This is an optimization exercise on Yosys and OpenROAD, whose aim is small area, not a production implementation. The RTL was checked by simulation tests, not by an equivalence proof against the original design. In runs 2 to 6 the design's own scripts or RTL, not TritonCTS, make the clock network. The clock input has no modelled driver; a real chip could not lean on it and would need a root buffer or a full tree. Power is estimated from default activity; no workload was simulated.

[flow/config.mk]
export PLATFORM = sky130hd
export DESIGN_NAME = sdes12_engine
export DESIGN_NICKNAME = sdes12_engine
export VERILOG_FILES = /design/flow/design.v
export SDC_FILE = /design/flow/constraint.sdc
export NUM_CORES = 4
export LEC_CHECK = 0
export CAP_MARGIN = 20
export CORE_MARGIN = 2
export CORE_UTILIZATION = 40
export SLEW_MARGIN = 20
[flow/standard.sh]
#!/bin/bash
# synth_recipe.tcl (not shown) runs the flow's synth.tcl, then flattens the netlist and writes it again
# the make line also repeats each setting of config.mk as NAME=value (left out here)
make -C /OpenROAD-flow-scripts/flow DESIGN_CONFIG=/design/flow/config.mk WORK_HOME=/design/flow/orfs CLKGATE_MAP_FILE= SYNTH_SCRIPT=/design/flow/synth_recipe.tcl "${@:-finish}"
[flow/design.v]
module sdes12_engine (
    input  wire        clk,
    input  wire        rst,
    input  wire        cmd_valid,
    input  wire [31:0] cmd,
    output wire        cmd_ready,
    output wire [31:0] status,
    output wire [11:0] result
);
    localparam [3:0] S_FIN  = 4'd0;    
    localparam [3:0] S_KG   = 4'd1;    
    localparam [3:0] S_WR   = 4'd2;    
    localparam [3:0] S_IRD  = 4'd3;    
    localparam [3:0] S_IRF  = 4'd4;    
    localparam [3:0] S_IRN  = 4'd5;    
    localparam [3:0] S_EW   = 4'd6;    
    localparam [3:0] S_DW   = 4'd7;    
    localparam [3:0] S_DR   = 4'd8;    
    localparam [3:0] S_SW   = 4'd9;    
    localparam [3:0] S_SBS  = 4'd10;   
    localparam [3:0] S_SBE  = 4'd11;   
    function [7:0] expand;
        input [5:0] h;
        expand = {h[5], h[4], h[2], h[3], h[2], h[3], h[1], h[0]};
    endfunction
    function [2:0] s1;
        input [3:0] j;
        case (j)
            4'd0:  s1 = 3'd5;  4'd1:  s1 = 3'd2;  4'd2:  s1 = 3'd1;  4'd3:  s1 = 3'd6;
            4'd4:  s1 = 3'd3;  4'd5:  s1 = 3'd4;  4'd6:  s1 = 3'd7;  4'd7:  s1 = 3'd0;
            4'd8:  s1 = 3'd1;  4'd9:  s1 = 3'd4;  4'd10: s1 = 3'd6;  4'd11: s1 = 3'd2;
            4'd12: s1 = 3'd0;  4'd13: s1 = 3'd7;  4'd14: s1 = 3'd5;  default: s1 = 3'd3;
        endcase
    endfunction
    function [2:0] s2;
        input [3:0] j;
        case (j)
            4'd0:  s2 = 3'd4;  4'd1:  s2 = 3'd0;  4'd2:  s2 = 3'd6;  4'd3:  s2 = 3'd5;
            4'd4:  s2 = 3'd7;  4'd5:  s2 = 3'd1;  4'd6:  s2 = 3'd3;  4'd7:  s2 = 3'd2;
            4'd8:  s2 = 3'd5;  4'd9:  s2 = 3'd3;  4'd10: s2 = 3'd0;  4'd11: s2 = 3'd7;
            4'd12: s2 = 3'd6;  4'd13: s2 = 3'd2;  4'd14: s2 = 3'd1;  default: s2 = 3'd4;
        endcase
    endfunction
    reg        busy;
    reg        done;
    reg [2:0]  err;
    reg [8:0]  rkv;
    reg [11:0] res;
    reg [3:0]  h;         
    reg [7:0]  ring [0:8];
    reg [8:0]  kr;        
    reg [3:0]  ix;        
    reg [3:0]  fsm;
    reg [1:0]  tp;        
    reg        ph;        
    wire [3:0]  c_op = cmd[31:28];
    wire [3:0]  c_n  = cmd[27:24];
    wire [11:0] c_d  = cmd[11:0];
    wire z_n   = (c_n == 4'd0);
    wire z_hi3 = (c_d[11:9] == 3'd0);
    wire z_hi4 = z_hi3 & ~c_d[8];
    wire z_hi6 = z_hi4 & ~c_d[7] & ~c_d[6];
    wire z_d   = z_hi6 & (c_d[5:0] == 6'd0);
    reg illegal;
    always @* begin
        case (c_op)
            4'h0: illegal = ~(z_n & z_d);
            4'h1: illegal = ~z_hi3;
            4'h2, 4'h3, 4'h9: illegal = 1'b0;
            4'h4: illegal = ~z_hi4;
            4'h5: illegal = ~z_d;
            4'h6: illegal = ~(z_n & z_hi6);
            4'h7: illegal = ~(z_n & z_hi4);
            4'h8: illegal = ~z_hi6;
            4'hA: illegal = ~z_n;
            default: illegal = 1'b1;
        endcase
        if (cmd[23:12] != 12'd0) illegal = 1'b1;
    end
    wire [8:0] nmask;
    assign nmask[8] = c_n[3] & c_n[0] | c_n[3] & c_n[1] | c_n[3] & c_n[2];
    assign nmask[7] = c_n[3];
    assign nmask[6] = c_n[3] | c_n[2] & c_n[1] & c_n[0];
    assign nmask[5] = c_n[3] | c_n[2] & c_n[1];
    assign nmask[4] = c_n[3] | c_n[2] & (c_n[1] | c_n[0]);
    assign nmask[3] = c_n[3] | c_n[2];
    assign nmask[2] = c_n[3] | c_n[2] | c_n[1] & c_n[0];
    assign nmask[1] = c_n[3] | c_n[2] | c_n[1];
    assign nmask[0] = ~z_n;
    wire n_gt9   = c_n[3] & (c_n[2] | c_n[1]);
    wire n_gt8   = n_gt9 | c_n[3] & c_n[0];
    wire keys_ok = &(rkv | ~nmask);
    wire key_ok  = rkv[c_n];
    reg [3:0] nxt;    
    reg [2:0] nerr;   
    always @* begin
        nerr = 3'd0;
        if (illegal) nerr = 3'd4;
        else case (c_op)
            4'h1: if (n_gt9) nerr = 3'd1;
            4'h2, 4'h3: if (n_gt9) nerr = 3'd1; else if (!keys_ok) nerr = 3'd2;
            4'h4: if (n_gt8) nerr = 3'd3;
            4'h5, 4'h8, 4'h9: if (n_gt8) nerr = 3'd3; else if (!key_ok) nerr = 3'd2;
            default: ;
        endcase
        nxt = S_FIN;
        if (nerr == 3'd0) case (c_op)
            4'h1: nxt = z_n ? S_FIN : S_KG;
            4'h2: nxt = z_n ? S_SW : S_EW;
            4'h3: nxt = z_n ? S_SW : S_DW;
            4'h4: nxt = S_WR;
            4'h5: nxt = S_IRD;
            4'h6: nxt = S_SBE;
            4'h7: nxt = S_SBS;
            4'h8: nxt = S_IRF;
            4'h9: nxt = S_IRN;
            4'hA: nxt = S_SW;
            default: nxt = S_FIN;
        endcase
    end
    wire ld_res = (nerr == 3'd0) && (c_op[3] | c_op[2] & (c_op[1] | c_op[0]) | c_op[1]);
    reg [3:0] h_nx;
    always @* begin
        case (h)
            4'd0: h_nx = 4'd1; 4'd1: h_nx = 4'd2; 4'd2: h_nx = 4'd3;
            4'd3: h_nx = 4'd4; 4'd4: h_nx = 4'd5; 4'd5: h_nx = 4'd6;
            4'd6: h_nx = 4'd7; 4'd7: h_nx = 4'd8; default: h_nx = 4'd0;
        endcase
    end
    wire at_ix = (h == ix);
    wire at_0  = (tp == 2'd0 && h == 4'd1) || (tp == 2'd2 && h == 4'd4) ||
                 (tp == 2'd1 && h == 4'd7);
    wire [7:0] key = (tp == 2'd0) ? ring[0] : (tp == 2'd2) ? ring[3] : ring[6];
    wire [7:0] y   = (fsm == S_SBS) ? res[7:0] : (expand(res[5:0]) ^ key);
    wire [5:0] fo  = {s1(y[7:4]), s2(y[3:0])};
    wire [11:0] rnd = {res[5:0], res[11:6] ^ fo};
    reg       wr;
    wire [7:0] wdata = {kr[0], kr[1] & ~(fsm == S_KG && h == 4'd8),
                        kr[2], kr[3], kr[4], kr[5], kr[6], kr[7]};
    wire accept = cmd_valid & ~busy & ~rst;
    assign cmd_ready = ~busy & ~rst;
    reg fin;           
    reg [3:0] fsm_nx;
    reg [11:0] res_nx;
    reg rot;           
    reg tp_step;
    reg ph_nx;
    always @* begin
        ph_nx = ph;
        fin = 1'b0;
        fsm_nx = fsm;
        res_nx = res;
        wr = 1'b0;
        rot = 1'b0;
        tp_step = 1'b0;
        case (fsm)
            S_FIN: fin = 1'b1;
            S_KG: if (ph || h == 4'd1) begin
                wr = 1'b1; rot = 1'b1; ph_nx = 1'b1;
                if (h == 4'd0) fin = 1'b1;
            end
            S_WR: if (at_ix) begin wr = 1'b1; fin = 1'b1; end
            S_IRD, S_IRF, S_IRN: begin
                if (at_ix) ph_nx = 1'b1;
                if (ph) begin
                    fin = 1'b1;
                    res_nx = (fsm == S_IRD) ? {4'd0, ring[0]} :
                             (fsm == S_IRF) ? {6'd0, fo} : rnd;
                end
            end
            S_EW: if (ph || at_0) begin
                ph_nx = 1'b1;
                res_nx = rnd;
                if (at_ix) fsm_nx = S_SW;
            end
            S_DW: if (at_ix) begin
                res_nx = rnd;
                tp_step = 1'b1;
                if (at_0) fsm_nx = S_SW;
                else fsm_nx = S_DR;
            end
            S_DR: begin
                ph_nx = ~ph;
                if (ph) begin
                    res_nx = rnd;
                    tp_step = 1'b1;
                    if (at_0) fsm_nx = S_SW;
                end
            end
            S_SW: begin fin = 1'b1; res_nx = {res[5:0], res[11:6]}; end
            S_SBS: begin fin = 1'b1; res_nx = {6'd0, fo}; end
            S_SBE: begin fin = 1'b1; res_nx = {4'd0, expand(res[5:0])}; end
            default: ;
        endcase
    end
    integer i;
    always @(posedge clk) begin
        ring[0] <= wr ? wdata : ring[8];
        for (i = 1; i < 9; i = i + 1)
            ring[i] <= ring[i-1];
        if (accept)
            kr <= {cmd[8], cmd[0], cmd[1], cmd[2], cmd[3], cmd[4], cmd[5], cmd[6], cmd[7]};
        else if (rot)
            kr <= {kr[0], kr[8:1]};
        if (accept) begin
            fsm <= nxt;
            {tp, ph} <= nerr;
            ix  <= {c_n[3] & ~c_n[0], c_n[2:1], c_n[0] & ~c_n[3]};
        end else begin
            fsm <= fsm_nx;
            ph  <= ph_nx;
            if (tp_step) tp <= {~tp[1] & ~tp[0], tp[1]};
        end
        if (rst) begin
            busy <= 1'b0;
            done <= 1'b0;
            err  <= 3'd0;
            rkv  <= 9'd0;
            res  <= 12'd0;
            h    <= 4'd0;
        end else begin
            h <= h_nx;
            if (accept) begin
                busy <= 1'b1;
                done <= 1'b0;
                err  <= 3'd0;
                if (ld_res) res <= c_d;
                if (!illegal && c_op == 4'h1)
                    rkv <= n_gt9 ? 9'd0 : nmask;
                if (nerr == 3'd0 && c_op == 4'h4)
                    rkv[c_n] <= 1'b1;
            end else if (busy) begin
                res <= res_nx;
                if (fin) begin
                    busy <= 1'b0;
                    done <= 1'b1;
                    err  <= (fsm == S_FIN) ? {tp, ph} : 3'd0;
                end
            end
        end
    end
    assign status = {7'd0, rkv, 11'd0, err, done, busy};
    assign result = res;
endmodule
[flow/constraint.sdc]
create_clock -name core_clock -period 10.0 [get_ports {clk}]
set_input_delay 2.0000 -clock core_clock [delete_from_list [all_inputs] [get_ports {clk}]]
set_output_delay 2.0000 -clock core_clock [all_outputs]
set_load 0.01 [all_outputs]
[flow/flow/run.sh]
#!/bin/bash
# Standard ORFS layout with two layout choices changed:
#  - port buffers use the smallest buffer cell (buf_1);
#  - CTS builds its tree from clkbuf_8 cells without dummy loads.
set -euo pipefail
export BUFFER_PORTS_ARGS="-buffer_cell sky130_fd_sc_hd__buf_1"
export CTS_ARGS="-sink_clustering_enable -repair_clock_nets -dont_use_dummy_load -buf_list sky130_fd_sc_hd__clkbuf_8"
bash standard.sh > standard_flow.log 2>&1
==> results of run 1 <==
metrics by stage:
step                      hold WS, ns  util [%]  cells
after detailed placement        0.312      41.9    943
final                           0.320      43.4    960
after global routing            0.332      43.4    960
after CTS                       0.327      43.4    960
after global placement          0.311      41.9    943
after floorplan                 0.310         -    726
registers in the layout (all words and copies together), names as in the netlist, 2 cells and up:
register	cells
kr	9
rkv	9
h	4
ix	4
tp	2
fsm	4
ring	72
err	3
res	12
final timing paths:
check | from | endpoint
max | cmd[24] | res[4]$_SDFFE_PP0P_
min | ring[2][1]$_DFF_P_ | ring[3][1]$_DFF_P_
max reg2reg | fsm[3]$_SDFFCE_PN1P_ | res[5]$_SDFFE_PP0P_
min reg2reg | ring[2][1]$_DFF_P_ | ring[3][1]$_DFF_P_
cell families after synthesis:
| logic type | after synthesis | share of synthesized area [%] |
|---|---|---|
| adder cells (fa/ha/maj) | 13 | 2.54 |
| AND/OR/NAND/NOR | 259 | 20.5 |
| XOR/XNOR | 15 | 2.28 |
| buffers and inverters | 90 | 7.77 |
| flip-flops | 122 | 41.2 |
| AO/OA/AOI/OAI | 170 | 18.8 |
| multiplexers | 39 | 6.85 |
| other | 1 | 0.0585 |
worst max-delay path: stages:
cell and delay, ns:
buf_1 0.20, inv_1 0.25, ha_1 0.25, nor3b_1 0.41, nor3_1 0.10, or4_4 0.52, nor4b_4 0.49, a41oi_2 0.25
nor3_4 0.71, o211ai_1 0.18, o32ai_1 0.25
power groups by stage:
| stage | combinational [mW] | clock [mW] | sequential [mW] |
|---|---|---|---|
| floorplan | 0.189 | 0 | 0.568 |
| global placement | 0.220 | 0 | 0.586 |
| detailed placement | 0.225 | 0 | 0.587 |
| CTS | 0.227 | 0.327 | 0.577 |
| global route | 0.254 | 0.345 | 0.582 |
| finish | 0.229 | 0.317 | 0.578 |
synthesized netlist by cell type, types with 4 or more instances:
cell and count:
dfxtp_1 102, nand2_1 85, nor2_1 53, o21ai_0 35, a21oi_1 26, clkbuf_1 26, inv_1 25, nor3_1 24
buf_4 23, mux2i_1 21, edfxtp_1 20, nand3_1 16, mux2_2 15, a211oi_1 14, ha_1 13, nor2b_1 13
nor4_1 13, o211ai_1 13, nand2b_1 9, o31ai_1 9, a31oi_1 8, xnor2_1 8, a311oi_1 7, nor3b_1 7
and2_1 6, xor2_1 6, a211o_1 5, buf_6 5, a22oi_1 4, and3_1 4, buf_2 4, o22ai_1 4
layer usage:
metal,part of all wire [%],vias to the layer above
li1,-,2601
met1,44,2563
met2,46,255
met3,7.9,28
met4,2.1,0
met5,0,-
final cells by class:
class / instances / area, µm² / share of cell area (%)
Clock buffer: 17 / 234 / 3.42
Inverter: 25 / 93.8 / 1.37
Multi-Input combinational cell: 514 / 3340 / 48.8
Sequential cell: 122 / 2640 / 38.6
Tap cell: 216 / 270 / 3.95
Timing Repair Buffer: 66 / 267 / 3.89
==> impl_metrics.ini, run 1 <==
[min_path]
holdPathStages = 0
holdCritPathClass = reg2reg

[synthesis]
synthFlopType = dfxtp_1
yosysTopAreaCellShare_pct = 31.9
syn-mean-instance-area_um2 = 9.04
synth_seq_area_share_pct = 41.2
ys_seq_elements = 122
ys_top_cells_by_area = dfxtp_1 32%, edfxtp_1 9.4%, nand2_1 5.0%
synth_edf_count = 20
synth_cells = 709
ys_types = 87
syn-cell-area_mm2 = 0.00641
synth_top_area_cell = dfxtp_1
synth_warnings = 2
async_flop_share_pct = 0

[cells_and_area]
layout_common_cells = 102 x dfxtp_1, 85 x nand2_1, 61 x buf_1
area_growth_pct = 6.75
final_cell_area_mm2 = 0.00684
drive_gt1_share_pct = 8.33
fillCellCount = 1605
final_common_cell = dfxtp_1
final_nets = 794
n_antenna_cell = 0

[placement]
pre_cts_slack_ns = 4.37
port_buffers = 61
placedInstanceArea_mm2 = 0.00661
gp_congestion = 0.882
hpwl_mm = 12.4

[clock_tree]
clk_latency_ns = 0.44
cts.clk_slew.worst_paths_ns = 0.06
htree_levels = 4
hold_buffers = 0
post_cts_resize_count = 0
numCtsBuffers = 17
post_cts_buffers = 0
ctsLongestPathBuffers = 2
clkSinkCount = 122
cts_tree = done
root_buffer = clkbuf_8

[die]
rows = 46
start_util_pct = 40.7
die_y_um = 131
core_mm2 = 0.0158
io_pins = 80
die_w_um = 131
die-area_mm2 = 0.0171

[power_and_ir_drop]
p_sw_share_pct = 30.3
p_clk_share_pct = 28.2
seqPwrFrac_pct = 51.4
power.net_switching_mw = 0.341
vdd_drop_max_mv = 0.109
p_leak_nw = 2.56
powerDensity_mw_per_mm2 = 164
p_total_mw = 1.12
p_int_mw = 0.783
power_frac_comb_pct = 20.4

[global_route]
grt_antenna_before_repair = 0
met2_usage_pct = 32.2
grt_pass1_wl_mm = 26.7
grt_usage_pct = 20.6
grt-ovfl-total = 0
grt_pass1_vias = 4927
grt_max_degree = 35
top_usage_layer = met2
grt_util_met3_pct = 4.56
met1_usage_pct = 28.3

[worst_setup_path]
crit_path_end_kind = flip-flop
cp-start-kind = input pin
rrSetupSlack_ns = 5.85
arrival_ns = 5.62
cp_data_required_time_ns = 10.33
reg2reg_depth = 7
path_class = in2reg
cp_max_fo = 18

[drt]
wirelength_mm = 17.3
vias = 5447
firstDrtPassIters = 4
via_per_inst = 5.67
wl_per_cell_um = 18.0
antenna_left = 0
drcViolationCount = 0
dr.first_iter.drc_count = 418

[timing]
finalCritPeriodShare_pct = 52.8
rsz0062_at_grt = no
worst_slew_pin_slew_ns = 1.12
hold_viol_final = 0
setup_violations = 0
layout_setup_ws_ns = 4.72
fmax_ghz = 0.189
slew_headroom_pct = 24.5
post-route-min-period_ns = 5.28
slew_viol_final = 0
setup_tns_ns = 0
finalClockSkew_ns = 0.0331

[run_status]
status = finished clean

[flow_run]
cap_violations = 0
==> run 2: changes to the inputs <==
==> flow/flow/run.sh (replaced) <==
#!/bin/bash
# Own layout flow: the standard ORFS flow (standard.sh) with these
# layout choices changed:
#  - synthesis: the ABC mapping step uses an area script (flow/area.abc)
#    and no adder extraction; everything else, including the registers, is
#    the standard synthesis (synth_recipe.tcl);
#  - port buffers use the smallest buffer cell (buf_1);
#  - clock tree: a one-level tree of MCTS_GROUPS clkbuf_16 buffers, each
#    driving a placement cluster of flip-flops (flow/manual_cts.tcl),
#    instead of TritonCTS's H-tree.
# Every tool's output goes to the ORFS logs under orfs/logs and to
# flow_make.log in the work folder.
set -euo pipefail
W=$(pwd)
F=$W/flow
{ cat "$F/abc_override.tcl"; cat "$W/synth_recipe.tcl"; } > "$W/own_synth.tcl"
export MY_ABC_SCRIPT=$F/area.abc
export ADDER_MAP_FILE=
export BUFFER_PORTS_ARGS="-buffer_cell sky130_fd_sc_hd__buf_1"
export PRE_CTS_TCL=$F/manual_cts.tcl
export MCTS_GROUPS=4 MCTS_BUF=sky130_fd_sc_hd__clkbuf_16 MCTS_CLK=clk MCTS_ROOT=
sed "s#SYNTH_SCRIPT=[^ ]*#SYNTH_SCRIPT=$W/own_synth.tcl#" "$W/standard.sh" > "$W/own_standard.sh"
bash "$W/own_standard.sh" > "$W/flow_make.log" 2>&1
==> flow/flow/abc_override.tcl (new file) <==
# Prepended to the standard flow's synthesis script: ORFS's technology-mapping call to
# ABC runs with the area-oriented script named by MY_ABC_SCRIPT instead of
# the platform's default speed script. Registers are untouched (ABC maps only
# the combinational logic).
proc abc {args} {
  set i [lsearch -exact $args -script]
  if { $i >= 0 && [info exists ::env(MY_ABC_SCRIPT)] } {
    lset args [expr {$i + 1}] $::env(MY_ABC_SCRIPT)
  }
  puts "abc (area script override): $args"
  yosys abc {*}$args
}
==> flow/flow/area.abc (new file) <==
strash
&get -n
&deepsyn -T 20
&nf -R 1000
&put
==> flow/flow/manual_cts.tcl (new file) <==
# Pre-CTS hook: replace TritonCTS with a one-level clock tree. The clock
# sinks are split into MCTS_GROUPS groups of about equal size by recursive
# median cuts of their placement, and each group gets its own clock buffer
# (MCTS_BUF) placed at the group's centroid, driven from the clock port or,
# when MCTS_ROOT names a cell, from one root buffer of that cell.
proc mcts_split {pins n axis} {
  if {$n <= 1 || [llength $pins] < 2} { return [list $pins] }
  set keyed {}
  foreach p $pins {
    set loc [[sta::sta_to_db_pin $p] getAvgXY]
    lappend keyed [list [lindex $loc [expr {$axis + 1}]] $p]
  }
  set keyed [lsort -integer -index 0 $keyed]
  set half [expr {$n / 2}]
  set cut [expr {([llength $keyed] * $half) / $n}]
  set a {}; set b {}
  set i 0
  foreach kp $keyed {
    if {$i < $cut} { lappend a [lindex $kp 1] } else { lappend b [lindex $kp 1] }
    incr i
  }
  set na [expr {1 - $axis}]
  return [concat [mcts_split $a $half $na] [mcts_split $b [expr {$n - $half}] $na]]
}

proc clock_tree_synthesis {args} {
  set ngroups $::env(MCTS_GROUPS)
  set buf $::env(MCTS_BUF)
  set clk_net [get_nets $::env(MCTS_CLK)]
  set sinks {}
  foreach p [get_pins -of_objects $clk_net] {
    if {[get_property $p direction] == "input"} { lappend sinks $p }
  }
  puts "manual CTS: [llength $sinks] sinks, $ngroups groups of $buf"
  set groups [mcts_split $sinks $ngroups 0]
  set gi 0
  foreach g $groups {
    set sx 0; set sy 0
    foreach p $g {
      set loc [[sta::sta_to_db_pin $p] getAvgXY]
      set sx [expr {$sx + [lindex $loc 1]}]
      set sy [expr {$sy + [lindex $loc 2]}]
    }
    set dbu [[ord::get_db_block] getDbUnitsPerMicron]
    set cx [expr {double($sx) / [llength $g] / $dbu}]
    set cy [expr {double($sy) / [llength $g] / $dbu}]
    puts "manual CTS: group $gi: [llength $g] sinks at ($cx, $cy)"
    insert_buffer -buffer_cell $buf -net $clk_net -load_pins $g \
      -location [list $cx $cy] -buffer_name mcts_buf_$gi -net_name mcts_clk_$gi
    incr gi
  }
  if {[info exists ::env(MCTS_ROOT)] && $::env(MCTS_ROOT) != ""} {
    # one root buffer between the clock port and the group buffers
    set loads {}
    set sx 0; set sy 0
    foreach p [get_pins -of_objects $clk_net] {
      if {[get_property $p direction] != "input"} { continue }
      lappend loads $p
      set loc [[sta::sta_to_db_pin $p] getAvgXY]
      set sx [expr {$sx + [lindex $loc 1]}]
      set sy [expr {$sy + [lindex $loc 2]}]
    }
    set dbu [[ord::get_db_block] getDbUnitsPerMicron]
    set cx [expr {double($sx) / [llength $loads] / $dbu}]
    set cy [expr {double($sy) / [llength $loads] / $dbu}]
    puts "manual CTS: root $::env(MCTS_ROOT) at ($cx, $cy)"
    insert_buffer -buffer_cell $::env(MCTS_ROOT) -net $clk_net -load_pins $loads \
      -location [list $cx $cy] -buffer_name mcts_root -net_name mcts_clk_root
  }
}
--- a/flow/config.mk
+++ b/flow/config.mk
@@ -7,5 +7,5 @@
 export LEC_CHECK = 0
 export CAP_MARGIN = 20
 export CORE_MARGIN = 2
-export CORE_UTILIZATION = 40
+export CORE_UTILIZATION = 70
 export SLEW_MARGIN = 20
==> run 2 against run 1 <==
Via count shrank 27%. Global-route usage increased by 11 points. Sequential cell count did not move.
==> impl_metrics.ini, run 2 <==
[cells_and_area]
final_nets = 593
n_antenna_cell = 0
regMostFlops = ring
layout_common_cells = 102 x dfxtp_1, 61 x buf_1, 59 x nor2_1
multiInputGateArea_mm2 = 0.00198
largest_reg_flops = 72
drive_gt1_share_pct = 1.26
final_common_cell = dfxtp_1
area_growth_pct = 7.64
final-seq-area_mm2 = 0.00264
reg_top3 = ring: 72 flops, res: 12 flops
fillCellCount = 486

[drt]
firstDrtPassIters = 5
wl_per_cell_um = 18.8
drcViolationCount = 0
vias = 3995
via_per_inst = 6.28
antenna_left = 0
dr.first_iter.drc_count = 377
wirelength_mm = 12.0

[timing]
setup_violations = 0
post-route-min-period_ns = 6.40
hold_viol_final = 0
fmax_ghz = 0.156
worst_slew_pin_slew_ns = 1.01
slew_viol_final = 0
finalCritPeriodShare_pct = 64.0
slew_headroom_pct = 32.4
rsz0062_at_grt = no
layout_setup_ws_ns = 3.60
setup_tns_ns = 0
whs_ns = 0.338
finalClockSkew_ns = 0.00935

[clock_tree]
post_cts_resize_count = 0
cts.clk_slew.worst_paths_ns = 0.11
clk_latency_ns = 0.17
post_cts_buffers = 0
hold_buffers = 0

[die]
start_util_pct = 71.2
die_y_um = 86.7
die-area_mm2 = 0.00751
core_mm2 = 0.00672
die_w_um = 86.7
io_pins = 80
rows = 30

[power_and_ir_drop]
vdd_drop_max_mv = 0.153
p_leak_nw = 1.94
powerDensity_mw_per_mm2 = 171
p_total_mw = 0.880

[synthesis]
synth_seq_area_share_pct = 55.3
ys_top_cells_by_area = dfxtp_1 43%, edfxtp_1 13%, nor2_1 4.6%
synthTopCellsByCount = 102 x dfxtp_1, 59 x nor2_1, 56 x nand2_1
async_flop_share_pct = 0
yosysTopAreaCellShare_pct = 42.7
syn-mean-instance-area_um2 = 9.74
synth_warnings = 2
ys_types = 50
syn-cell-area_mm2 = 0.00478
synth_cells = 491
synth_top_area_cell = dfxtp_1
ys_seq_elements = 122
synthFlopType = dfxtp_1
synth_edf_count = 20
synth_most_common_cell = dfxtp_1

[worst_setup_path]
critical_path.top_delay_family = compound AO/OA/AOI/OAI gates
crit_path_cell_trace = buf_1 > nor2_1 > nand2_1 > a2111oi_0 > a21oi_1 > nor4_1 > o21ai_0 > or2_0 > a31oi_1 > nand3b_1 > clkinv_1 > nand2_1 > o21ai_0 > a21oi_1 > nor2b_1 > a21oi_1 > mux2_1
cp-start-kind = input pin
arrival_ns = 6.46
slowest_stage = o21ai_0
crit_path_end_kind = flip-flop
cp_max_fo = 11
cp_data_required_time_ns = 10.07
path_buf_inv = 2
cpMostUsedCell = a21oi_1
path_class = in2reg
slowest_delay_ns = 0.73

[global_route]
grt_pass1_wl_mm = 18.8
grt_max_degree = 32
grt-ovfl-total = 0
grt_antenna_before_repair = 0
grt_pass1_vias = 3765
grt_usage_pct = 31.7

[min_path]
holdCritPathClass = reg2reg

[placement]
gp_congestion = 0.980
port_buffers = 61
hpwl_mm = 9.00
pre_cts_slack_ns = 3.56

[run_status]
status = finished clean

[flow_run]
cap_violations = 0
run 2: per-layer routing:
metal	vias up	wire, µm	GRT usage, %	share of wire (%)
met1	1881	4810	43.7	40
met5	-	0	0	0
li1	1872	-	-	-
met3	28	923	2.48	7.7
met4	0	329	7.39	2.8
met2	214	5900	55.0	49
run 2: cells by family after synthesis:
group           count (synthesis)  share of synthesized area (%)
mux                            10                           2.30
xor+xnor                       14                           2.56
buf+inv                        40                           4.71
other cells                     1                         0.0784
compound gates                130                           18.6
flops                         122                           55.3
simple gates                  174                           16.5
run 2: path summary, 6_finish.rpt:
kind,startpoint,endpoint,slack (ns),cells after the start
worst max-delay path,cmd[25],res[1]$_SDFFE_PP0P_,3.60,17
worst min-delay path,ring[5][5]$_DFF_P_,ring[6][5]$_DFF_P_,0.34,0
worst max register to register,tp[0]$_DFFE_PP_,res[3]$_SDFFE_PP0P_,5.96,15
worst min register to register,ring[5][5]$_DFF_P_,ring[6][5]$_DFF_P_,0.34,0
run 2: area by class of cell, without the clock buffers:
cell class | count | area share [%]
flip-flops and latches | 122 | 51.3
multi-input cells | 346 | 38.4
repair buffers | 64 | 4.89
well taps | 80 | 1.94
inverters | 20 | 1.46
run 2: through the flow:
stage | area, µm² | std cells | utilization [%]
after floorplan | 4850 | 508 | -
after CTS | 5150 | 636 | 76.6
final | 5150 | 636 | 76.6
after global routing | 5150 | 636 | 76.6
after detailed placement | 5050 | 632 | 75.1
after global placement | 5050 | 632 | 75.1
run 2: worst register-to-register path, delay by kind of cell (launching register included):
kind            cells  cell delay, ns
flops               1            0.55
simple gates        8            1.47
compound gates      4            1.17
xor+xnor            2            0.33
buf+inv             1            0.40
run 2: power by group:
group	internal (mW)	switching, mW
combinational	0.0465	0.0809
clock	0.0742	0.114
sequential	0.539	0.0254
total	0.660	0.220
==> run 3: changes to the inputs <==
--- a/flow/design.v
+++ b/flow/design.v
@@ -130,10 +130,16 @@
     wire at_ix = (h == ix);
     wire at_0  = (tp == 2'd0 && h == 4'd1) || (tp == 2'd2 && h == 4'd4) ||
                  (tp == 2'd1 && h == 4'd7);
-    wire [7:0] key = (tp == 2'd0) ? ring[0] : (tp == 2'd2) ? ring[3] : ring[6];
-    wire [7:0] y   = (fsm == S_SBS) ? res[7:0] : (expand(res[5:0]) ^ key);
+    wire       subst = (fsm == S_SBS);
+    wire [7:0] key = (tp == 2'd0) ? ring[0] : (tp == 2'd2) ? ring[3] :
+                     (tp == 2'd1) ? ring[6] : 8'd0;
+    wire [7:0] xin = subst ? res[7:0] : expand(res[5:0]);
+    wire [7:0] y   = xin ^ key;
     wire [5:0] fo  = {s1(y[7:4]), s2(y[3:0])};
-    wire [11:0] rnd = {res[5:0], res[11:6] ^ fo};
+    reg        sw, zl;
+    wire [5:0] rhi = res[5:0] & {6{~zl}};
+    wire [5:0] rlo = res[11:6] & {6{~zl}};
+    wire [11:0] rnd = {rhi, rlo ^ (fo & {6{~sw}})};
     reg       wr;
     wire [7:0] wdata = {kr[0], kr[1] & ~(fsm == S_KG && h == 4'd8),
                         kr[2], kr[3], kr[4], kr[5], kr[6], kr[7]};
@@ -147,6 +153,8 @@
     reg ph_nx;
     always @* begin
         ph_nx = ph;
+        sw = 1'b0;
+        zl = 1'b0;
         fin = 1'b0;
         fsm_nx = fsm;
         res_nx = res;
@@ -164,8 +172,8 @@
                 if (at_ix) ph_nx = 1'b1;
                 if (ph) begin
                     fin = 1'b1;
-                    res_nx = (fsm == S_IRD) ? {4'd0, ring[0]} :
-                             (fsm == S_IRF) ? {6'd0, fo} : rnd;
+                    zl = (fsm == S_IRF);
+                    res_nx = (fsm == S_IRD) ? {4'd0, y} : rnd;
                 end
             end
             S_EW: if (ph || at_0) begin
@@ -187,9 +195,9 @@
                     if (at_0) fsm_nx = S_SW;
                 end
             end
-            S_SW: begin fin = 1'b1; res_nx = {res[5:0], res[11:6]}; end
-            S_SBS: begin fin = 1'b1; res_nx = {6'd0, fo}; end
-            S_SBE: begin fin = 1'b1; res_nx = {4'd0, expand(res[5:0])}; end
+            S_SW: begin fin = 1'b1; sw = 1'b1; res_nx = rnd; end
+            S_SBS: begin fin = 1'b1; zl = 1'b1; res_nx = rnd; end
+            S_SBE: begin fin = 1'b1; res_nx = {4'd0, y}; end
             default: ;
         endcase
     end
@@ -204,7 +212,7 @@
             kr <= {kr[0], kr[8:1]};
         if (accept) begin
             fsm <= nxt;
-            {tp, ph} <= nerr;
+            {tp, ph} <= (nxt == S_SBS || nxt == S_SBE) ? 3'b110 : nerr;
             ix  <= {c_n[3] & ~c_n[0], c_n[2:1], c_n[0] & ~c_n[3]};
         end else begin
             fsm <= fsm_nx;
--- a/flow/flow/run.sh
+++ b/flow/flow/run.sh
@@ -7,7 +7,8 @@
 #  - port buffers use the smallest buffer cell (buf_1);
 #  - clock tree: a one-level tree of MCTS_GROUPS clkbuf_16 buffers, each
 #    driving a placement cluster of flip-flops (flow/manual_cts.tcl),
-#    instead of TritonCTS's H-tree.
+#    instead of TritonCTS's H-tree;
+#  - one tie cell drives all constant outputs (no per-port tie copies).
 # Every tool's output goes to the ORFS logs under orfs/logs and to
 # flow_make.log in the work folder.
 set -euo pipefail
@@ -16,6 +17,7 @@
 { cat "$F/abc_override.tcl"; cat "$W/synth_recipe.tcl"; } > "$W/own_synth.tcl"
 export MY_ABC_SCRIPT=$F/area.abc
 export ADDER_MAP_FILE=
+export SKIP_REPAIR_TIE_FANOUT=1
 export BUFFER_PORTS_ARGS="-buffer_cell sky130_fd_sc_hd__buf_1"
 export PRE_CTS_TCL=$F/manual_cts.tcl
 export MCTS_GROUPS=4 MCTS_BUF=sky130_fd_sc_hd__clkbuf_16 MCTS_CLK=clk MCTS_ROOT=
==> run 3 against run 2 <==
Sequential cell count stayed put. Worst setup slack better by 0.44 ns. Clock skew grew 0.0077 ns. Final cell count decreased by 4.1%. Synthesized area rose by 0.71%. Routed wire length shrank 5.3%. Clock power barely moved. Worst hold slack got worse by 0.0034 ns. Core utilization shrank 0.73 points. Highest routed layer unchanged.
==> impl_metrics.ini, run 3 <==
[run_status]
status = finished clean

[synthesis]
ys_seq_elements = 122
yosysTopAreaCellShare_pct = 42.4
synth_edf_count = 20
syn-mean-instance-area_um2 = 9.93
synth_top_area_cell = dfxtp_1
syn-cell-area_mm2 = 0.00482
synth_warnings = 2
synth_cells = 485
synthFlopType = dfxtp_1
synthTopCellsByCount = 102 x dfxtp_1, 63 x nand2_1, 44 x nor2_1
async_flop_share_pct = 0
synth_most_common_cell = dfxtp_1
synth_seq_area_share_pct = 54.9
ys_types = 50
ys_top_cells_by_area = dfxtp_1 42%, edfxtp_1 12%, nand2_1 4.9%

[worst_setup_path]
rr_endpoint = res[1]$_SDFFE_PP0P_
crit_path_end_kind = flip-flop
cpMostUsedCell = or2_0
critical_path.top_delay_family = simple AND/OR/NAND/NOR gates
r2r_start = busy$_SDFF_PP0_
crit_path_cell_trace = buf_1 > nor2_1 > nand2_1 > clkinv_1 > or3_1 > or2_0 > a31oi_1 > or2_0 > nor2b_1 > a22oi_1 > o21ai_0
cp_max_fo = 23
reg2reg_depth = 10
rrSetupSlack_ns = 5.72
cp_data_required_time_ns = 10.09
path_class = in2reg
cp-start-kind = input pin
slowest_delay_ns = 0.77
arrival_ns = 6.05
path_buf_inv = 2
slowest_stage = nor2b_1

[min_path]
holdCritPathClass = reg2reg
whs_endpoint = ring[2][0]$_DFF_P_
hold_start = ring[1][0]$_DFF_P_
holdPathStages = 0

[drt]
wl_per_cell_um = 18.6
vias = 3941
drcViolationCount = 0
antenna_left = 0
via_per_inst = 6.46
firstDrtPassIters = 7
dr.first_iter.drc_count = 372
wirelength_mm = 11.3

[timing]
worst_slew_pin_slew_ns = 1.02
setup_violations = 0
post-route-min-period_ns = 5.96
slew_viol_final = 0
rsz0062_at_grt = no
finalClockSkew_ns = 0.0171
fmax_ghz = 0.168
setup_tns_ns = 0
hold_viol_final = 0
finalCritPeriodShare_pct = 59.6
whs_ns = 0.335
slew_headroom_pct = 31.0

[power_and_ir_drop]
power_frac_comb_pct = 12.6
p_leak_nw = 1.87
seqPwrFrac_pct = 65.0
vdd_drop_max_mv = 0.162
powerDensity_mw_per_mm2 = 166
p_sw_share_pct = 24.2
p_clk_share_pct = 22.4
p_int_mw = 0.642
power.net_switching_mw = 0.205

[cells_and_area]
final_common_cell = dfxtp_1
area_growth_pct = 5.87
reg_top3 = ring: 72 flops, res: 12 flops
layout_common_cells = 102 x dfxtp_1, 63 x nand2_1, 61 x buf_1
drive_gt1_share_pct = 0.943
n_antenna_cell = 0
largest_reg_flops = 72
regMostFlops = ring
final_nets = 567

[flow_run]
cap_violations = 0

[die]
die_w_um = 86.9
io_pins = 80
die_y_um = 86.9
die-area_mm2 = 0.00756
core_mm2 = 0.00672
rows = 30
start_util_pct = 71.7

[global_route]
grt-ovfl-total = 0
grt_pass1_wl_mm = 17.9
grt_pass1_vias = 3615
grt_antenna_before_repair = 0
grt_max_degree = 32
grt_usage_pct = 29.6

[placement]
gp_congestion = 0.891
hpwl_mm = 8.20
port_buffers = 61

[clock_tree]
cts.clk_slew.worst_paths_ns = 0.12
clk_latency_ns = 0.18
post_cts_buffers = 0
hold_buffers = 0
post_cts_resize_count = 0
==> run 3: changes by cell type after synthesis, moves of 4 or more <==
cell      change
nor2_1       -15
o21ai_0      -12
o22ai_1       -9
a31oi_1       +8
clkinv_1      -7
nand2_1       +7
a22oi_1       +6
and2_0        +6
a21oi_1       -5
and3_1        -4
nand2b_1      +4
o31ai_1       +4
or3_1         +4
==> run 3: worst register-to-register path, cell delays in order, from the launching register on <==
cell,delay [ns]
dfxtp_1,0.56
nor2_1,0.12
nand2_1,0.51
clkinv_1,0.76
or3_1,0.60
or2_0,0.21
a31oi_1,0.17
or2_0,0.20
nor2b_1,0.77
a22oi_1,0.20
o21ai_0,0.11
==> run 3: kinds of logic after synthesis <==
family,count (synthesis),share of synthesized area [%]
simple gates,181,17.6
compound gates,124,18.5
flops,122,54.9
buf+inv,33,4.13
xor+xnor,15,2.73
mux,9,2.05
other cells,1,0.0779
==> run 3: layout make-up, without the clock buffers <==
| class | instances | area, µm² |
|---|---|---|
| fill | 479 | 1620 |
| timing repair buffer | 61 | 229 |
| multi-input combinational | 330 | 1980 |
| inverter | 13 | 48.8 |
| tap | 80 | 100 |
| sequential | 122 | 2640 |
==> run 3: how the worst max path moves through the flow <==
stage | from | endpoint | slack [ns] | cells past startpoint
2_1_floorplan | cmd[9] | res[8]$_SDFFE_PP0P_ | 4.98 | 12
3_3_place_gp | rst | res[5]$_SDFFE_PP0P_ | 4.07 | 11
3_5_place_dp | rst | res[1]$_SDFFE_PP0P_ | 3.90 | 11
4_1_cts | rst | res[1]$_SDFFE_PP0P_ | 3.88 | 11
5_1_grt | rst | res[1]$_SDFFE_PP0P_ | 3.64 | 11
6_report | rst | res[1]$_SDFFE_PP0P_ | 4.04 | 11
==> run 3: layer usage <==
layer	wire (µm)	global-route usage [%]	vias up
li1	-	-	1853
met1	4900	42.8	1850
met2	5130	46.1	204
met3	976	4.36	34
met4	316	9.23	0
met5	0	0	-
==> run 3: through the flow <==
step / worst slack [ns] / cell area [µm²] / total power [mW] / utilization [%] / instances
2_1_floorplan: 4.98 / 4820 / 0.632 / - / 485
3_3_place_gp: 4.07 / 4990 / 0.661 / 74.3 / 606
3_5_place_dp: 3.90 / 4990 / 0.665 / 74.3 / 606
4_1_cts: 3.88 / 5090 / 0.813 / 75.8 / 610
5_1_grt: 3.64 / 5100 / 0.885 / 75.9 / 610
6_report: 4.04 / 5100 / 0.847 / 75.9 / 610
==> run 3: power by group through the flow <==
stage	Sequential, mW	Clock (mW)	Combinational, mW
global placement	0.559	0	0.102
finish	0.550	0.190	0.107
CTS	0.561	0.146	0.105
detailed placement	0.561	0	0.105
floorplan	0.554	0	0.0781
global route	0.553	0.212	0.119
==> run 4: changes to the inputs <==
--- a/flow/design.v
+++ b/flow/design.v
@@ -7,18 +7,18 @@
     output wire [31:0] status,
     output wire [11:0] result
 );
-    localparam [3:0] S_FIN  = 4'd0;    
-    localparam [3:0] S_KG   = 4'd1;    
-    localparam [3:0] S_WR   = 4'd2;    
-    localparam [3:0] S_IRD  = 4'd3;    
-    localparam [3:0] S_IRF  = 4'd4;    
-    localparam [3:0] S_IRN  = 4'd5;    
-    localparam [3:0] S_EW   = 4'd6;    
-    localparam [3:0] S_DW   = 4'd7;    
-    localparam [3:0] S_DR   = 4'd8;    
-    localparam [3:0] S_SW   = 4'd9;    
-    localparam [3:0] S_SBS  = 4'd10;   
-    localparam [3:0] S_SBE  = 4'd11;   
+    localparam [3:0] S_FIN  = 4'h0;    
+    localparam [3:0] S_KG   = 4'h1;    
+    localparam [3:0] S_EW   = 4'h2;    
+    localparam [3:0] S_DW   = 4'h3;    
+    localparam [3:0] S_WR   = 4'h4;    
+    localparam [3:0] S_IRD  = 4'h5;    
+    localparam [3:0] S_SBE  = 4'h6;    
+    localparam [3:0] S_SBS  = 4'h7;    
+    localparam [3:0] S_IRF  = 4'h8;    
+    localparam [3:0] S_IRN  = 4'h9;    
+    localparam [3:0] S_SW   = 4'hA;    
+    localparam [3:0] S_DR   = 4'hB;    
     function [7:0] expand;
         input [5:0] h;
         expand = {h[5], h[4], h[2], h[3], h[2], h[3], h[1], h[0]};
@@ -103,20 +103,9 @@
             4'h5, 4'h8, 4'h9: if (n_gt8) nerr = 3'd3; else if (!key_ok) nerr = 3'd2;
             default: ;
         endcase
-        nxt = S_FIN;
-        if (nerr == 3'd0) case (c_op)
-            4'h1: nxt = z_n ? S_FIN : S_KG;
-            4'h2: nxt = z_n ? S_SW : S_EW;
-            4'h3: nxt = z_n ? S_SW : S_DW;
-            4'h4: nxt = S_WR;
-            4'h5: nxt = S_IRD;
-            4'h6: nxt = S_SBE;
-            4'h7: nxt = S_SBS;
-            4'h8: nxt = S_IRF;
-            4'h9: nxt = S_IRN;
-            4'hA: nxt = S_SW;
-            default: nxt = S_FIN;
-        endcase
+        if (nerr != 3'd0) nxt = S_FIN;
+        else if (c_op[3:1] == 3'b001 && z_n) nxt = S_SW;
+        else nxt = c_op;
     end
     wire ld_res = (nerr == 3'd0) && (c_op[3] | c_op[2] & (c_op[1] | c_op[0]) | c_op[1]);
     reg [3:0] h_nx;
--- a/flow/flow/run.sh
+++ b/flow/flow/run.sh
@@ -1,8 +1,9 @@
 #!/bin/bash
 # Own layout flow: the standard ORFS flow (standard.sh) with these
 # layout choices changed:
-#  - synthesis: the ABC mapping step uses an area script (flow/area.abc)
-#    and no adder extraction; everything else, including the registers, is
+#  - synthesis: the ABC mapping step uses an area script (flow/area.abc),
+#    run once per seed in MY_ABC_SEEDS keeping the smallest result, and no
+#    adder extraction; everything else, including the registers, is
 #    the standard synthesis (synth_recipe.tcl);
 #  - port buffers use the smallest buffer cell (buf_1);
 #  - clock tree: a one-level tree of MCTS_GROUPS clkbuf_16 buffers, each
@@ -16,6 +17,7 @@
 F=$W/flow
 { cat "$F/abc_override.tcl"; cat "$W/synth_recipe.tcl"; } > "$W/own_synth.tcl"
 export MY_ABC_SCRIPT=$F/area.abc
+export MY_ABC_SEEDS="1 2 3 4"
 export ADDER_MAP_FILE=
 export SKIP_REPAIR_TIE_FANOUT=1
 export BUFFER_PORTS_ARGS="-buffer_cell sky130_fd_sc_hd__buf_1"
==> flow/flow/abc_override.tcl (replaced) <==
# Prepended to the standard flow's synthesis script: ORFS's technology-mapping call to
# ABC runs with the area-oriented script MY_ABC_SCRIPT instead of the
# platform's default speed script. The script's &deepsyn step is randomised:
# the mapping is run once per seed in MY_ABC_SEEDS (the string SEED in the
# script is replaced by the seed) and the smallest result (liberty cell
# area) is kept. Registers are untouched: ABC maps only the combinational
# logic between them.
proc abc {args} {
  set i [lsearch -exact $args -script]
  if { $i < 0 || ![info exists ::env(MY_ABC_SCRIPT)] } {
    yosys abc {*}$args
    return
  }
  set lib [lindex $args [expr {[lsearch -exact $args -liberty] + 1}]]
  set tmpl [read [open $::env(MY_ABC_SCRIPT)]]
  set best -1
  design -save own_abc_pre
  foreach seed $::env(MY_ABC_SEEDS) {
    design -load own_abc_pre
    set scr $::env(RESULTS_DIR)/own_abc_$seed.script
    set f [open $scr w]
    puts -nonewline $f [string map [list SEED $seed] $tmpl]
    close $f
    lset args [expr {$i + 1}] $scr
    puts "abc (area script, seed $seed): $args"
    yosys abc {*}$args
    yosys opt_clean
    set rpt $::env(RESULTS_DIR)/own_abc_$seed.stat
    yosys tee -q -o $rpt stat -liberty $lib
    set area -1
    foreach line [split [read [open $rpt]] "\n"] {
      if {[regexp {Chip area for module.*:\s*([0-9.]+)} $line -> a]} { set area $a }
    }
    puts "abc seed $seed: cell area $area"
    if { $best < 0 || $area < $best } {
      set best $area
      design -save own_abc_best
    }
  }
  design -load own_abc_best
  puts "abc: kept cell area $best"
}
==> flow/flow/area.abc (replaced) <==
strash
&get -n
&deepsyn -T 100 -S SEED
&nf -R 1000 -p -F 8 -A 4
&put
==> run 4 against run 3 <==
Still clean on timing, DRC and antenna. Critical path depth increased by 7. Largest cell class unchanged. Highest routed layer unchanged. Global-route usage is 0.80 points higher. Worst setup slack worse by 0.072 ns.
==> impl_metrics.ini, run 4 <==
[timing]
post-route-min-period_ns = 6.03
hold_viol_final = 0
finalCritPeriodShare_pct = 60.3
worst_slew_pin_slew_ns = 0.929
whs_ns = 0.326
finalClockSkew_ns = 0.0188
rsz0062_at_grt = no
setup_tns_ns = 0
layout_setup_ws_ns = 3.97
slew_headroom_pct = 37.6
fmax_ghz = 0.166
setup_violations = 0
slew_viol_final = 0

[worst_setup_path]
path_buf_inv = 2
cp_data_required_time_ns = 10.13
arrival_ns = 6.16
slowest_stage = nor2b_1
cp_max_fo = 9
r2r_start = rkv[6]$_SDFFE_PP0P_
path_class = in2reg
critical_path.top_delay_family = simple AND/OR/NAND/NOR gates
crit_path_end_kind = flip-flop
cpMostUsedCell = nor2_1
slowest_delay_ns = 0.54
rrSetupSlack_ns = 6.00
crit_path_cell_trace = buf_1 > nand2b_1 > nor2_1 > nor2_1 > a211oi_1 > o211ai_1 > a21boi_0 > o21ai_0 > a21oi_1 > nor4bb_1 > nand2_1 > nor2_1 > nor2_1 > a21oi_1 > nor2b_1 > and2_0 > a222oi_1 > clkinv_1
reg2reg_depth = 15
cp-start-kind = input pin
rr_endpoint = res[10]$_SDFFE_PP0P_

[power_and_ir_drop]
p_int_mw = 0.631
power_frac_comb_pct = 10.8
p_clk_share_pct = 23.3
p_leak_nw = 1.77
p_sw_share_pct = 23.3
powerDensity_mw_per_mm2 = 166
vdd_drop_max_mv = 0.116
seqPwrFrac_pct = 65.9
power.net_switching_mw = 0.192

[placement]
port_buffers = 61
gp_congestion = 0.921
pre_cts_slack_ns = 3.89
hpwl_mm = 8.14

[drt]
wirelength_mm = 11.2
wl_per_cell_um = 19.0
vias = 3777
dr.first_iter.drc_count = 381
antenna_left = 0
drcViolationCount = 0
firstDrtPassIters = 22
via_per_inst = 6.42

[synthesis]
syn-mean-instance-area_um2 = 10.1
synth_warnings = 2
synth_most_common_cell = dfxtp_1
synth_cells = 465
synthTopCellsByCount = 102 x dfxtp_1, 70 x nand2_1, 33 x nor2_1
synth_seq_area_share_pct = 56.5
syn-cell-area_mm2 = 0.00468
synthFlopType = dfxtp_1
yosysTopAreaCellShare_pct = 43.7
synth_edf_count = 20
ys_top_cells_by_area = dfxtp_1 44%, edfxtp_1 13%, nand2_1 5.6%
ys_seq_elements = 122
synth_top_area_cell = dfxtp_1
ys_types = 43
async_flop_share_pct = 0

[cells_and_area]
layout_common_cells = 102 x dfxtp_1, 70 x nand2_1, 61 x buf_1
regMostFlops = ring
area_growth_pct = 6.05
drive_gt1_share_pct = 0.978
fillCellCount = 444
largest_reg_flops = 72
reg_top3 = ring: 72 flops, res: 12 flops
final_common_cell = dfxtp_1
n_antenna_cell = 0
final_nets = 548

[run_status]
status = finished clean

[global_route]
grt_usage_pct = 30.4
grt_antenna_before_repair = 0
grt-ovfl-total = 0
grt_pass1_vias = 3560
grt_max_degree = 32
grt_pass1_wl_mm = 18.0

[clock_tree]
hold_buffers = 0
post_cts_resize_count = 0
cts.clk_slew.worst_paths_ns = 0.12
post_cts_buffers = 0
clk_latency_ns = 0.18

[min_path]
holdCritPathClass = reg2reg
hold_start = ring[1][4]$_DFF_P_
whs_endpoint = ring[2][4]$_DFF_P_
holdPathStages = 0

[die]
die-area_mm2 = 0.00735
core_mm2 = 0.00642
die_y_um = 85.7
io_pins = 80
rows = 29
start_util_pct = 72.8
die_w_um = 85.7

[flow_run]
cap_violations = 0
==> run 4: kinds of logic after synthesis <==
logic type	after synthesis	synth area share, %
and+or+nand+nor	171	17.1
DFF	122	56.5
xor gates and xnor gates	22	4.12
muxes	10	2.33
buffers and inverters	33	4.25
AOI/OAI and AO/OA	106	15.6
other	1	0.0802
==> run 4: cell type report, without the clock buffers <==
cell class | instances | area [µm²] | area share [%]
Multi-Input combinational cell | 310 | 1830 | 37.0
Timing Repair Buffer | 62 | 236 | 4.77
Sequential cell | 122 | 2640 | 53.3
Inverter | 13 | 48.8 | 0.984
Tap cell | 77 | 96.3 | 1.94
==> run 4: power groups by stage <==
stage / combinational (mW) / clock [mW] / sequential [mW]
after floorplan: 0.0644 / 0 / 0.547
after global placement: 0.0842 / 0 / 0.551
after detailed placement: 0.0870 / 0 / 0.552
after CTS: 0.0876 / 0.146 / 0.553
after global routing: 0.0989 / 0.211 / 0.544
final: 0.0891 / 0.192 / 0.542
==> run 4: worst max path at each step <==
stage | slack, ns | startpoint | endpoint | cells after the start
CTS | 3.84 | cmd[27] | res[10]$_SDFFE_PP0P_ | 16
global route | 3.40 | cmd[26] | res[10]$_SDFFE_PP0P_ | 18
floorplan | 5.03 | cmd[25] | res[10]$_SDFFE_PP0P_ | 17
global placement | 4.00 | cmd[26] | res[9]$_SDFFE_PP0P_ | 18
detailed placement | 3.89 | cmd[27] | res[10]$_SDFFE_PP0P_ | 16
finish | 3.97 | cmd[26] | res[10]$_SDFFE_PP0P_ | 18
==> run 4: stage by stage <==
step | utilization (%) | area (µm²) | total power, mW | cells
after detailed placement | 75.6 | 4860 | 0.639 | 584
after global routing | 77.2 | 4960 | 0.855 | 588
final | 77.2 | 4960 | 0.823 | 588
after global placement | 75.6 | 4860 | 0.635 | 584
after floorplan | - | 4680 | 0.611 | 465
after CTS | 77.2 | 4960 | 0.787 | 588
==> run 4: per-layer routing <==
metal	share of wire [%]	GRT usage (%)	vias up
li1	-	-	1758
met1	42	43.7	1740
met2	46	50.1	253
met3	9.9	3.75	26
met4	2.1	6.35	0
met5	0	0	-
==> run 5: changes to the inputs <==
--- a/flow/design.v
+++ b/flow/design.v
@@ -104,7 +104,7 @@
             default: ;
         endcase
         if (nerr != 3'd0) nxt = S_FIN;
-        else if (c_op[3:1] == 3'b001 && z_n) nxt = S_SW;
+        else if (c_op[3:2] == 2'b00 && c_op[1:0] != 2'b00 && z_n) nxt = c_op[1] ? S_SW : S_FIN;
         else nxt = c_op;
     end
     wire ld_res = (nerr == 3'd0) && (c_op[3] | c_op[2] & (c_op[1] | c_op[0]) | c_op[1]);
@@ -139,9 +139,13 @@
     reg [11:0] res_nx;
     reg rot;           
     reg tp_step;
+    reg kv_set;        
+    reg tp_nx0;
     reg ph_nx;
     always @* begin
         ph_nx = ph;
+        kv_set = 1'b0;
+        tp_nx0 = tp[0];
         sw = 1'b0;
         zl = 1'b0;
         fin = 1'b0;
@@ -154,9 +158,11 @@
             S_FIN: fin = 1'b1;
             S_KG: if (ph || h == 4'd1) begin
                 wr = 1'b1; rot = 1'b1; ph_nx = 1'b1;
+                kv_set = (h == 4'd0) || !(tp[0] || at_ix);
+                if (at_ix) tp_nx0 = 1'b1;
                 if (h == 4'd0) fin = 1'b1;
             end
-            S_WR: if (at_ix) begin wr = 1'b1; fin = 1'b1; end
+            S_WR: if (at_ix) begin wr = 1'b1; kv_set = 1'b1; fin = 1'b1; end
             S_IRD, S_IRF, S_IRN: begin
                 if (at_ix) ph_nx = 1'b1;
                 if (ph) begin
@@ -207,6 +213,7 @@
             fsm <= fsm_nx;
             ph  <= ph_nx;
             if (tp_step) tp <= {~tp[1] & ~tp[0], tp[1]};
+            else tp[0] <= tp_nx0;
         end
         if (rst) begin
             busy <= 1'b0;
@@ -223,11 +230,10 @@
                 err  <= 3'd0;
                 if (ld_res) res <= c_d;
                 if (!illegal && c_op == 4'h1)
-                    rkv <= n_gt9 ? 9'd0 : nmask;
-                if (nerr == 3'd0 && c_op == 4'h4)
-                    rkv[c_n] <= 1'b1;
+                    rkv <= 9'd0;
             end else if (busy) begin
                 res <= res_nx;
+                if (kv_set) rkv[h] <= 1'b1;
                 if (fin) begin
                     busy <= 1'b0;
                     done <= 1'b1;
==> run 5 against run 4 <==
Cell area decreased by 0.28%. Critical path type unchanged. Critical endpoint is now res[7]$_SDFFE_PP0P_. Still clean on timing, DRC and antenna. Sequential cell count stayed put. Global-route usage is 2.5 points lower. First-iteration DRC count up 3.1%.
==> impl_metrics.ini, run 5 <==
[timing]
post-route-min-period_ns = 5.65
setup_violations = 0
whs_ns = 0.336
finalClockSkew_ns = 0.00974
hold_viol_final = 0
worst_slew_pin_slew_ns = 0.988
setup_tns_ns = 0
fmax_ghz = 0.177
slew_headroom_pct = 34.0
finalCritPeriodShare_pct = 56.5
rsz0062_at_grt = no
layout_setup_ws_ns = 4.35
slew_viol_final = 0

[drt]
firstDrtPassIters = 6
drcViolationCount = 0
wirelength_mm = 10.5
dr.first_iter.drc_count = 393
antenna_left = 0
wl_per_cell_um = 18.1
via_per_inst = 6.34
vias = 3662

[worst_setup_path]
cp_max_fo = 8
rr_endpoint = res[7]$_SDFFE_PP0P_
rrSetupSlack_ns = 6.26
cp_data_required_time_ns = 10.10
path_class = in2reg
r2r_start = rkv[0]$_SDFFE_PP0P_
crit_path_end_kind = flip-flop
cp-start-kind = input pin
arrival_ns = 5.76
reg2reg_depth = 12

[die]
rows = 29
start_util_pct = 72.6
die_y_um = 85.4
die_w_um = 85.4
io_pins = 80
core_mm2 = 0.00639
die-area_mm2 = 0.00729

[power_and_ir_drop]
powerDensity_mw_per_mm2 = 164
vdd_drop_max_mv = 0.263
p_leak_nw = 1.80

[placement]
dp.cells = 574
gp_congestion = 1.01
port_buffers = 61
pre_cts_slack_ns = 4.28
hpwl_mm = 7.54

[synthesis]
yosysTopAreaCellShare_pct = 44.0
synth_warnings = 2
ys_seq_elements = 122
synthFlopType = dfxtp_1
synth_cells = 452
synthTopCellsByCount = 102 x dfxtp_1, 59 x nand2_1, 31 x nor2_1, 31 x o21ai_0, 21 x a21oi_1
ys_top_cells_by_area = dfxtp_1 44%, edfxtp_1 13%, nand2_1 4.8%
synth_top_area_cell = dfxtp_1
synth_seq_area_share_pct = 57.0
ys_types = 47
synth_most_common_cell = dfxtp_1
async_flop_share_pct = 0
synth_edf_count = 20
syn-mean-instance-area_um2 = 10.3
syn-cell-area_mm2 = 0.00464

[clock_tree]
post_cts_buffers = 0
cts.clk_slew.worst_paths_ns = 0.11
hold_buffers = 0
clk_latency_ns = 0.17
post_cts_resize_count = 0

[cells_and_area]
largest_reg_flops = 72
layout_common_cells = 102 x dfxtp_1, 61 x buf_1, 59 x nand2_1
drive_gt1_share_pct = 1.80
final_common_cell = dfxtp_1
reg_top3 = ring: 72 flops, res: 12 flops
final_nets = 538
n_antenna_cell = 0
fin_cells = 578
area_growth_pct = 6.58
regMostFlops = ring

[min_path]
whs_endpoint = ring[3][7]$_DFF_P_
holdPathStages = 0
holdCritPathClass = reg2reg
hold_start = ring[2][7]$_DFF_P_

[flow_run]
cap_violations = 0

[run_status]
status = finished clean

[global_route]
grt_pass1_wl_mm = 16.7
grt_pass1_vias = 3420
grt_antenna_before_repair = 0
grt-ovfl-total = 0
grt_max_degree = 32
grt_usage_pct = 27.9
-- run 5: cell count changes after synthesis, sizes merged, moves of 4 or more --
cell / previous run / this run
a211oi: 4 / 0
a22oi: 4 / 0
nand2: 70 / 59
o211ai: 11 / 1
o21ai: 24 / 31
o221ai: 0 / 5
o31ai: 0 / 5
or2: 1 / 5
xnor2: 17 / 10
-- run 5: per-stage QoR --
step / cell area, µm² / power, mW / utilization, %
finish: 4940 / 0.809 / 77.4
global route: 4940 / 0.841 / 77.4
CTS: 4940 / 0.776 / 77.4
detailed placement: 4840 / 0.628 / 75.9
global placement: 4840 / 0.625 / 75.9
floorplan: 4640 / 0.603 / -
-- run 5: layer usage --
layer | up-vias | GRT usage [%] | routed length, µm
li1 | 1738 | - | -
met1 | 1726 | 38.2 | 4490
met2 | 176 | 49.6 | 5190
met3 | 22 | 2.24 | 621
met4 | 0 | 4.33 | 154
met5 | - | 0 | 0
-- run 5: how the worst max path moves through the flow --
| stage | from | to | slack [ns] | cells past startpoint |
|---|---|---|---|---|
| global route | cmd[26] | res[6]$_SDFFE_PP0P_ | 3.87 | 14 |
| detailed placement | cmd[26] | res[7]$_SDFFE_PP0P_ | 4.28 | 14 |
| CTS | cmd[26] | res[7]$_SDFFE_PP0P_ | 4.27 | 14 |
| global placement | cmd[26] | res[6]$_SDFFE_PP0P_ | 4.59 | 14 |
| floorplan | cmd[26] | res[7]$_SDFFE_PP0P_ | 5.16 | 13 |
| finish | cmd[26] | res[7]$_SDFFE_PP0P_ | 4.35 | 14 |
-- run 5: kinds of logic after synthesis --
kind of cell              count (synthesis)  share of synthesized area, %
muxes                                    11                          2.83
xor gates and xnor gates                 15                          2.83
DFF                                     122                          57.0
and+or+nand+nor                         162                          16.8
other                                     1                        0.0808
buffers and inverters                    33                          4.29
AOI/OAI and AO/OA                       108                          16.2
-- run 5: final cells by class, without the clock buffers --
cell class / count / area (µm²)
fill: 458 / 1440
multi-input combinational: 297 / 1800
sequential: 122 / 2640
inverter: 13 / 48.8
timing repair buffer: 65 / 259
tap: 77 / 96.3
-- run 5: power breakdown --
part	total, mW	switching [mW]	internal, mW
Sequential	0.536	0.0141	0.522
Clock	0.189	0.115	0.0743
Combinational	0.0838	0.0550	0.0287
Total	0.809	0.184	0.625
-- run 5: worst max-delay path, cell delays in order --
cell and delay, ns:
buf_1 0.16, or2_0 0.34, nor3_1 0.34, a221oi_1 0.13, nor3_1 0.21, o21ai_0 0.16
nor3b_1 0.36, and2_0 0.21, o21a_1 0.30, o21ai_0 0.15, or2_0 0.30, nor4_1 0.71
a222oi_1 0.26, o21ai_0 0.12
==> run 6: changes to the inputs <==
--- a/flow/flow/run.sh
+++ b/flow/flow/run.sh
@@ -9,7 +9,9 @@
 #  - clock tree: a one-level tree of MCTS_GROUPS clkbuf_16 buffers, each
 #    driving a placement cluster of flip-flops (flow/manual_cts.tcl),
 #    instead of TritonCTS's H-tree;
-#  - one tie cell drives all constant outputs (no per-port tie copies).
+#  - one tie cell drives all constant outputs (no per-port tie copies);
+#  - timing-driven global placement does not keep its trial buffering
+#    (GPL_KEEP_OVERFLOW=0); repair_design still fixes real slew/cap limits.
 # Every tool's output goes to the ORFS logs under orfs/logs and to
 # flow_make.log in the work folder.
 set -euo pipefail
@@ -17,9 +19,10 @@
 F=$W/flow
 { cat "$F/abc_override.tcl"; cat "$W/synth_recipe.tcl"; } > "$W/own_synth.tcl"
 export MY_ABC_SCRIPT=$F/area.abc
-export MY_ABC_SEEDS="1 2 3 4"
+export MY_ABC_SEEDS="1 2 3 4 5 6 7 8"
 export ADDER_MAP_FILE=
 export SKIP_REPAIR_TIE_FANOUT=1
+export GPL_KEEP_OVERFLOW=0
 export BUFFER_PORTS_ARGS="-buffer_cell sky130_fd_sc_hd__buf_1"
 export PRE_CTS_TCL=$F/manual_cts.tcl
 export MCTS_GROUPS=4 MCTS_BUF=sky130_fd_sc_hd__clkbuf_16 MCTS_CLK=clk MCTS_ROOT=
==> flow/flow/area.abc (replaced) <==
strash
&get -n
&deepsyn -T 60 -S SEED
&nf -R 1000 -p -F 8 -A 4
&put
==> run 6 against run 5 <==
Sequential power hardly changed. Fmax is 3.7% lower. Combinational power is 6.1% lower. First-iteration DRC count is 4.6% higher. Sequential share of layout area is 0.29 points higher. Worst hold slack worse by 0.011 ns.
==> impl_metrics.ini, run 6 <==
[clock_tree]
hold_buffers = 0
post_cts_resize_count = 0
cts.clk_slew.worst_paths_ns = 0.11
clk_latency_ns = 0.17
post_cts_buffers = 0

[synthesis]
synth_top_area_cell = dfxtp_1
synth_edf_count = 20
syn-mean-instance-area_um2 = 10.1
synth_seq_area_share_pct = 56.9
ys_types = 44
synthTopCellsByCount = 102 x dfxtp_1, 65 x nand2_1, 39 x nor2_1
yosysTopAreaCellShare_pct = 44.0
ys_seq_elements = 122
ys_top_cells_by_area = dfxtp_1 44%, edfxtp_1 13%, nand2_1 5.3%
async_flop_share_pct = 0
syn-cell-area_mm2 = 0.00464
synth_most_common_cell = dfxtp_1
synthFlopType = dfxtp_1
synth_warnings = 2
synth_cells = 459

[worst_setup_path]
path_buf_inv = 1
reg2reg_depth = 14
slowest_stage = nor3_1
cp_max_fo = 10
crit_path_cell_trace = buf_1 > nand2b_1 > o22ai_1 > nand2b_1 > a221oi_1 > o21ai_0 > nand4_1 > o21ai_0 > nand3b_1 > nand2b_1 > nor2_1 > a31oi_1 > nor3_1 > and2_0 > a222oi_1 > o21ai_0
arrival_ns = 5.97
rr_endpoint = res[7]$_SDFFE_PP0P_
cp_data_required_time_ns = 10.10
crit_path_end_kind = flip-flop
r2r_start = rkv[6]$_SDFFE_PP0P_
path_class = in2reg
path_depth = 16
rrSetupSlack_ns = 6.05
critical_path.top_delay_family = simple AND/OR/NAND/NOR gates
slowest_delay_ns = 0.66
cp-start-kind = input pin

[cells_and_area]
final-seq-area_mm2 = 0.00264
area_growth_pct = 5.93
final_nets = 541
final_common_cell = dfxtp_1
n_antenna_cell = 0
largest_reg_flops = 72
reg_top3 = ring: 72 flops, res: 12 flops
fillCellCount = 436
drive_gt1_share_pct = 0.794
regMostFlops = ring
layout_common_cells = 102 x dfxtp_1, 65 x nand2_1, 61 x buf_1
multiInputGateArea_mm2 = 0.00179

[placement]
pre_cts_slack_ns = 4.04
hpwl_mm = 7.95
port_buffers = 61
gp_congestion = 0.947

[die]
die_y_um = 85.4
core_mm2 = 0.00639
rows = 29
io_pins = 80
die_w_um = 85.4
start_util_pct = 72.7
die-area_mm2 = 0.00730

[min_path]
holdPathStages = 0
holdCritPathClass = reg2reg
whs_endpoint = ring[8][6]$_DFF_P_
hold_start = ring[7][6]$_DFF_P_

[timing]
slew_viol_final = 0
finalClockSkew_ns = 0.0156
layout_setup_ws_ns = 4.13
setup_tns_ns = 0
rsz0062_at_grt = no
finalCritPeriodShare_pct = 58.7
hold_viol_final = 0
post-route-min-period_ns = 5.87
slew_headroom_pct = 30.9
setup_violations = 0
worst_slew_pin_slew_ns = 1.03
fmax_ghz = 0.170

[power_and_ir_drop]
vdd_drop_max_mv = 0.250
power.net_switching_mw = 0.183
p_clk_share_pct = 23.7
seqPwrFrac_pct = 66.5
power_frac_comb_pct = 9.8
p_sw_share_pct = 22.8
powerDensity_mw_per_mm2 = 163
p_leak_nw = 1.78
p_int_mw = 0.620

[drt]
antenna_left = 0
drcViolationCount = 0
wl_per_cell_um = 18.6
wirelength_mm = 10.8
firstDrtPassIters = 5
vias = 3679
via_per_inst = 6.33
dr.first_iter.drc_count = 411

[global_route]
grt_pass1_vias = 3403
grt-ovfl-total = 0
grt_max_degree = 32
grt_usage_pct = 29.0
grt_pass1_wl_mm = 17.0
grt_antenna_before_repair = 0

[run_status]
status = finished clean

[flow_run]
cap_violations = 0
run 6: power by group through the flow:
stage	sequential, mW	clock (mW)	combinational [mW]
floorplan	0.540	0	0.0571
global placement	0.544	0	0.0745
detailed placement	0.544	0	0.0764
CTS	0.545	0.146	0.0772
global route	0.536	0.210	0.0869
finish	0.534	0.191	0.0787
run 6: per-stage QoR:
stage	util (%)	power (mW)	area [µm²]	hold WS [ns]	cells
6_report	77.0	0.803	4920	0.326	581
5_1_grt	77.0	0.833	4920	0.343	581
4_1_cts	77.0	0.769	4920	0.312	581
3_5_place_dp	75.5	0.621	4820	0.312	577
3_3_place_gp	75.5	0.618	4820	0.310	577
2_1_floorplan	-	0.597	4640	0.310	459
run 6: area by class of cell, without the clock buffers:
| class | instances | share of cell area (%) |
|---|---|---|
| Sequential cell | 122 | 53.7 |
| Multi-Input combinational cell | 300 | 36.3 |
| Timing Repair Buffer | 61 | 4.66 |
| Inverter | 17 | 1.30 |
| Tap cell | 77 | 1.96 |
run 6: worst reg2reg max path: cells and delay by family (launching register included):
family,cells,cell delay [ns]
simple gates,7,2.38
compound gates,7,1.11
flops,1,0.40
run 6: kinds of logic after synthesis:
family,share of synthesized area (%)
compound gates,16.2
xor+xnor,2.83
buf+inv,4.61
flops,56.9
mux,2.34
other cells,0.0808
simple gates,17.0
run 6: worst max-delay path by stage:
stage	from	to
after CTS	cmd[25]	res[7]$_SDFFE_PP0P_
after detailed placement	cmd[25]	res[7]$_SDFFE_PP0P_
after global routing	cmd[25]	res[6]$_SDFFE_PP0P_
after global placement	cmd[25]	res[7]$_SDFFE_PP0P_
after floorplan	cmd[25]	res[6]$_SDFFE_PP0P_
final	cmd[25]	res[7]$_SDFFE_PP0P_
run 6: layer usage:
| layer | routed length, µm | global-route usage (%) |
|---|---|---|
| met4 | 135 | 5.05 |
| met2 | 5040 | 48.9 |
| met3 | 923 | 4.09 |
| met1 | 4710 | 40.5 |
| met5 | 0 | 0 |

-- port drivers added, routing unchanged --
How much do the figures lean on ideal ports? The routed layouts below were timed once more, with nothing changed but the port constraints. Step 1, drivers: a clkbuf_16 drives clk and a buf_2 each remaining input, both assumed. Step 2, shift: input delay + t, output delay - t, t = (earliest + latest rising clock arrival at the registers) / 2. This alone moves slack from input paths to output paths. Slacks: ideal / step 1 / step 2; pairs: ideal / step 1.
run | shift t [ns] | setup slack, ns
run 1 | 0.467 | 4.717 / 4.732 / 4.266
run 2 | 0.241 | 3.604 / 3.659 / 3.418
run 3 | 0.253 | 4.041 / 4.103 / 3.850
run 4 | 0.251 | 3.969 / 4.026 / 3.775
run 5 | 0.245 | 4.345 / 4.406 / 4.161
run 6 | 0.249 | 4.130 / 4.191 / 3.942
After both steps setup and hold are still met in every run listed.
